Background: an optimization exercise with open tools, aiming at small area. Do not read the settings as production practice. Function was checked by simulation only, so behaviour that the tests miss may differ from the original. Power and IR drop assume default switching activity.

Setup of red:
Design sensor_core, start of the top module:
module sensor_core (
    input  wire        clk,
    input  wire        rst,             
    input  wire        start,
    input  wire [15:0] desc,
    input  wire        ld_we,           
    input  wire        ld_len_we,       
    input  wire        ld_tx,           
    input  wire [4:0]  ld_addr,
    input  wire [7:0]  ld_data,
    input  wire [6:0]  rd_addr,
    output reg  [15:0] rd_data,
    output wire [15:0] status,
    output wire [2:0]  ph,
    output wire        bus_req,
    output wire [6:0]  bus_addr,
    output wire [3:0]  bus_wlen,
    output wire [63:0] bus_wdata,
    output wire [5:0]  bus_rlen,
    input  wire        bus_rvalid,
    input  wire [7:0]  bus_rdata,
    input  wire        bus_done,
    input  wire        bus_err,
    output wire        tmr_run,
    input  wire        tmr_exp
);
    localparam [2:0] PH_IDLE  = 3'd0;
    localparam [2:0] PH_XFER1 = 3'd1;
    localparam [2:0] PH_WAIT  = 3'd2;
    localparam [2:0] PH_XFER2 = 3'd3;
    localparam [2:0] PH_CHECK = 3'd4;
    localparam [2:0] ST_DEC   = 3'd0;   
    localparam [2:0] ST_RNG   = 3'd1;   
    localparam [2:0] ST_SUM   = 3'd2;   
    localparam [2:0] ST_SUMLO = 3'd3;   
    localparam [2:0] ST_GRP   = 3'd4;   
    localparam [2:0] ST_FILL  = 3'd5;   
    localparam [3:0] OP_WORD    = 4'h1;
    localparam [3:0] OP_CSUM    = 4'h2;
    localparam [3:0] OP_CRC8    = 4'h3;
    localparam [3:0] OP_CRCG    = 4'h4;
    localparam [3:0] OP_CRCV    = 4'h5;
    localparam [3:0] OP_XIMM    = 4'h6;
    localparam [3:0] OP_XDLY    = 4'h7;
    localparam [3:0] OP_PMREAD  = 4'h8;
  ...
==> flow/config.mk <==
export PLATFORM = sky130hd
export DESIGN_NAME = sensor_core
export DESIGN_NICKNAME = sensor_core
export VERILOG_FILES = /design/flow/design.v
export SDC_FILE = /design/flow/constraint.sdc
export NUM_CORES = 4
export LEC_CHECK = 0
export CAP_MARGIN = 20
export CORE_MARGIN = 2
export CORE_UTILIZATION = 40
export SLEW_MARGIN = 20
==> flow/constraint.sdc <==
create_clock -name core_clock -period 10.0 [get_ports {clk}]
set_input_delay 2.0000 -clock core_clock [delete_from_list [all_inputs] [get_ports {clk}]]
set_output_delay 2.0000 -clock core_clock [all_outputs]
set_load 0.01 [all_outputs]
standard.sh (not shown) runs the stock make flow with config.mk's settings and CLKGATE_MAP_FILE= SYNTH_SCRIPT=/design/flow/synth_recipe.tcl, a recipe that flattens the netlist after the stock synthesis.
==> flow/flow/run.sh <==
#!/bin/bash
# Own flow: the standard layout (standard.sh) with these changes:
#  - synthesis: ABC maps the combinational logic with the area-oriented script
#    in area.abc instead of ORFS's speed script.  Registers are mapped by ORFS's
#    dfflibmap before ABC runs, so they keep the standard synthesis's cells and
#    names; everything else in synthesis is the standard flow's own script.
#  - port buffers: every input and output port still gets a buffer, but the
#    smallest buffer cell is used.
#  - clock tree: the arguments in cts.args (no dummy loads, larger clusters).
# Every tool's output goes to a log file in the work folder:
#   synth.log (yosys, via make synth), layout.log (the rest, via make finish);
#   ORFS's per-step logs are under orfs/logs/.
set -euo pipefail
W=$(pwd)
F=$W/flow
# ORFS's synth.tcl with only the ABC call changed
sed 's|log_cmd abc {\*}\$abc_args|log_cmd abc -script '"$F"'/area.abc {*}$lib_args {*}$lib_dont_use_args|' \
    "$FLOW_HOME/scripts/synth.tcl" > "$W/synth_area.tcl"
grep -q 'area.abc' "$W/synth_area.tcl"
# The standard flow's synthesis script (synth -nofsm -noshare, flatten, rename), sourcing the copy above
sed "s|\$::env(SCRIPTS_DIR)/synth.tcl|$W/synth_area.tcl|" synth_recipe.tcl > "$W/own_synth.tcl"
grep -q 'synth_area.tcl' "$W/own_synth.tcl"
bash standard.sh SYNTH_SCRIPT="$W/own_synth.tcl" synth > "$W/synth.log" 2>&1
bash standard.sh "BUFFER_PORTS_ARGS=-buffer_cell sky130_fd_sc_hd__buf_1" \
    "CTS_ARGS=$(tr '\n' ' ' < "$F/cts.args")" finish > "$W/layout.log" 2>&1
test -f "$W/out/final.def"
==> flow/flow/area.abc <==
strash
&get -n
&fraig -x
&put
scorr
dc2
strash
dch -f
amap
==> flow/flow/cts.args <==
-sink_clustering_enable -repair_clock_nets -dont_use_dummy_load -sink_clustering_size 30 -sink_clustering_max_diameter 80 -buf_list {sky130_fd_sc_hd__clkbuf_8 sky130_fd_sc_hd__clkbuf_16}
red finished end to end and its layout was clean on timing, DRC and antenna.
#### Input delta (blue over red)
==> flow/flow/cts.args <==
-sink_clustering_enable -repair_clock_nets -dont_use_dummy_load
--- outcome ---
- blue finished every step from synthesis to the final layout, and the layout passed the timing, DRC and antenna checks.
- The largest vdd supply drop reported for blue is smaller than that of red by about 1.2%.
- Looking at first-iteration DRC count, blue sits 62 higher than red does.
- Compared with red, in blue relative area change from synthesis to final layout increased 3.0 points; setup slack of the most critical reg-to-reg path increased 20 ps.
- [blue vs red] clock group share of total power: higher in blue
- Compared with red, blue shows worst setup slack higher by 10 ps.
- Density: blue denser than red
Edits applied to the flow inputs when going from blue to green:
==> flow/run.sh (new file) <==
#!/bin/bash
# synth_recipe.tcl (not shown) runs the flow's synth.tcl, then flattens the netlist and writes it again
# the make line also repeats each setting of config.mk as NAME=value (left out here)
make -C /OpenROAD-flow-scripts/flow DESIGN_CONFIG=/design/flow/config.mk WORK_HOME=/design/flow/orfs CLKGATE_MAP_FILE= SYNTH_SCRIPT=/design/flow/synth_recipe.tcl finish
removed: flow/flow/run.sh
removed: flow/flow/area.abc
removed: flow/flow/cts.args
removed: flow/standard.sh
### Flow results
On maximum clock frequency: green sits above blue. green against blue: final standard cell utilization of the core now sits higher; multiplexer fraction of the synthesized cell area grew by 3.1 points. Wire length on met3 for green is higher than for blue. Taking blue as the reference, in green non-filler instance count after layout increased by 441 relative to the old numbers; setup slack of the critical path after layout went up; internal power consumption now larger; row count rose by 6. Compared to blue, green was floorplanned on a bigger die.

========
## job 101
Another version of the RTL of sensor_core (not shown whole).
Size in the first run: ~1700 cells after synthesis, ~590 flip-flops, ~0.024 mm² of cells after synthesis.
==> flow/config.mk <==
export PLATFORM = sky130hd
export DESIGN_NAME = sensor_core
export DESIGN_NICKNAME = sensor_core
export VERILOG_FILES = /design/flow/design.v
export SDC_FILE = /design/flow/constraint.sdc
export NUM_CORES = 4
export LEC_CHECK = 0
export CAP_MARGIN = 20
export CORE_MARGIN = 2
export CORE_UTILIZATION = 70
export SLEW_MARGIN = 20
export SYNTH_HIERARCHICAL = 1
==> flow/constraint.sdc <==
create_clock -name core_clock -period 10.0 [get_ports {clk}]
set_input_delay 2.0000 -clock core_clock [delete_from_list [all_inputs] [get_ports {clk}]]
set_output_delay 2.0000 -clock core_clock [all_outputs]
set_load 0.01 [all_outputs]
==> flow/flow/run.sh <==
#!/bin/bash
# Own flow: the standard layout (standard.sh) with these changes:
#  - synthesis: ABC maps the combinational logic with the area-oriented script
#    in area.abc instead of ORFS's speed script.  Registers are mapped by ORFS's
#    dfflibmap before ABC runs, so they keep the standard synthesis's cells and
#    names; everything else in synthesis is the standard flow's own script.
#  - port buffers: every input and output port still gets a buffer, but the
#    smallest buffer cell is used.
#  - clock tree: the arguments in cts.args (no dummy loads, larger clusters).
# Every tool's output goes to a log file in the work folder:
#   synth.log (yosys, via make synth), layout.log (the rest, via make finish);
#   ORFS's per-step logs are under orfs/logs/.
set -euo pipefail
W=$(pwd)
F=$W/flow
# ORFS's synth.tcl with only the ABC call changed
sed 's|log_cmd abc {\*}\$abc_args|log_cmd abc -script '"$F"'/area.abc {*}$lib_args {*}$lib_dont_use_args|' \
    "$FLOW_HOME/scripts/synth.tcl" > "$W/synth_area.tcl"
grep -q 'area.abc' "$W/synth_area.tcl"
# The standard flow's synthesis script (synth -nofsm -noshare, flatten, rename), sourcing the copy above
sed "s|\$::env(SCRIPTS_DIR)/synth.tcl|$W/synth_area.tcl|" synth_recipe.tcl > "$W/own_synth.tcl"
grep -q 'synth_area.tcl' "$W/own_synth.tcl"
bash standard.sh SYNTH_SCRIPT="$W/own_synth.tcl" synth > "$W/synth.log" 2>&1
bash standard.sh "BUFFER_PORTS_ARGS=-buffer_cell sky130_fd_sc_hd__buf_1" \
    "CTS_ARGS=$(tr '\n' ' ' < "$F/cts.args")" finish > "$W/layout.log" 2>&1
test -f "$W/out/final.def"
==> flow/flow/area.abc <==
strash
&get -n
&fraig -x
&put
scorr
dc2
strash
&get -n
&deepsyn -T 20
&put
dch -f
amap
==> flow/flow/cts.args <==
-sink_clustering_enable -repair_clock_nets -dont_use_dummy_load -sink_clustering_size 16 -sink_clustering_max_diameter 50 -buf_list {sky130_fd_sc_hd__clkbuf_8}
No stage failed in job 101, and the final checks on the layout all came back clean.
Relative to job 101, the following input files were edited for job 102:
- swapping 70 for 40 in CORE_UTILIZATION
==> flow/flow/cts.args <==
-sink_clustering_enable -repair_clock_nets -dont_use_dummy_load -sink_clustering_size 12 -sink_clustering_max_diameter 50 -buf_list {sky130_fd_sc_hd__clkbuf_4 sky130_fd_sc_hd__clkbuf_8}
Results
Job 102 gives less starting utilization of the core area than job 101 did.
Compared with job 101, the detailed router inserted fewer vias in job 102.
sky130_fd_sc_hd__a211oi_1 as the critical-path cell with the highest stage delay was reported by job 101, and sky130_fd_sc_hd__or3_1 by job 102.
Diff job 101 -> job 102: worst slew slack as a fraction of its limit climbed 0.95 points; final setup slack of the worst path rose 0.31 ns.
Input-level comparison between job 103 and job 102:
- CORE_UTILIZATION: 40 -> 60
-- flow/flow/run.sh --
<<< job 102, line 7
#  - port buffers: every input and output port still gets a buffer, but the
#    smallest buffer cell is used.
#  - clock tree: the arguments in cts.args (no dummy loads, larger clusters).
# Every tool's output goes to a log file in the work folder:
#   synth.log (yosys, via make synth), layout.log (the rest, via make finish);
>>> job 103, line 7
#  - port buffers: every input and output port still gets a buffer, but the
#    smallest buffer cell is used.
#  - clock tree: the arguments in cts.args (no dummy loads; clkbuf_8 leaf
#    buffers in clusters of at most 16 sinks and 50 um).
# Every tool's output goes to a log file in the work folder:
#   synth.log (yosys, via make synth), layout.log (the rest, via make finish);
==> flow/flow/cts.args <==
-sink_clustering_enable -repair_clock_nets -dont_use_dummy_load -sink_clustering_size 16 -sink_clustering_max_diameter 50 -buf_list {sky130_fd_sc_hd__clkbuf_8}
Notes after the runs:
Against job 102 as the reference, job 103 delivers a higher largest incremental delay on the critical path. Comparing job 103 with job 102, the final worst hold slack came out essentially unchanged. Diff job 102..job 103 | post-cts repair resize count | unchanged. Of job 102 and job 103, the run reporting the lower total internal power was job 103. Job 103 vs job 102 on pin slew with the least headroom to its limit: job 103 is the lower one. Final sequential cell count delta (job 103 -> job 102): insignificant. Cmp job 103 vs job 102: non-clock buffer count lower in job 103. Re post-route clock period utilization: job 102 and job 103 aren't equal, and the lower value belongs to job 102. Summary — data arrival time at the worst-slack endpoint, job 103 relative to job 102: higher, by 0.40 ns. Looking at final-layout clock-cell area share across job 102 and job 103, the one that comes out lower is job 103. Vias: job 103 more than job 102.
#### Input delta (job 104 over job 103)
- CORE_UTILIZATION now 40, was 60
-- flow/flow/run.sh --
<<< job 103, line 7
#  - port buffers: every input and output port still gets a buffer, but the
#    smallest buffer cell is used.
#  - clock tree: the arguments in cts.args (no dummy loads; clkbuf_8 leaf
#    buffers in clusters of at most 16 sinks and 50 um).
# Every tool's output goes to a log file in the work folder:
#   synth.log (yosys, via make synth), layout.log (the rest, via make finish);
>>> job 104, line 7
#  - port buffers: every input and output port still gets a buffer, but the
#    smallest buffer cell is used.
#  - clock tree: the arguments in cts.args (no dummy loads, larger clusters).
# Every tool's output goes to a log file in the work folder:
#   synth.log (yosys, via make synth), layout.log (the rest, via make finish);
## What came out
Count of placed standard cells in the final layout, fillers left out ends up lower on job 103.
Of job 104 and job 103, it is job 104 that has the lower global-route usage.
met3 layer wire length in the routed design up 1.7% in job 104 wrt job 103
In job 104 the total power turned out about 1.5% higher than in job 103.
Job 104 ended with more final worst slack than job 103.
Going from job 103 to job 104, maximum fanout along the worst path picked up an extra 11, met1 layer wirelength in the final routing has increased, share of cell area taken by multi-input logic gates saw a decrease.

## what the ideal ports hide
No port has a modelled driver above. Below, the same layouts with a new extraction and two added sets of constraints. Step 1 sets driving cells, clkbuf_16 on the clock port and buf_2 on the other inputs (assumed; they add their load-dependent delay and slew). Step 2 also shifts input and output timing later by t, the mid clock arrival at the registers, as if the neighbouring blocks saw the same clock. Slacks: no drivers / after step 1 / after step 2; pairs: no drivers / after step 1.
run | shift t [ns] | slack for setup (ns) | worst register clock-pin slew, ns
red | 0.664 | 1.171 / 1.113 / 0.562 | 0.11 / 0.11
blue | 0.669 | 1.181 / 1.124 / 0.621 | 0.06 / 0.06
green | 0.685 | 1.555 / 1.527 / 1.527 | 0.06 / 0.06
job 101 | 0.693 | 1.078 / 1.078 / 0.498 | 0.10 / 0.10
job 102 | 0.696 | 1.389 / 1.389 / 0.865 | 0.08 / 0.08
job 103 | 0.697 | 1.009 / 1.009 / 0.707 | 0.10 / 0.10
job 104 | 0.728 | 1.427 / 1.427 / 0.906 | 0.10 / 0.10
After both steps every run listed still meets setup and hold. For red, which loses most, drivers alone change the setup slack by -0.058 ns; drivers and shift together by -0.609 ns.
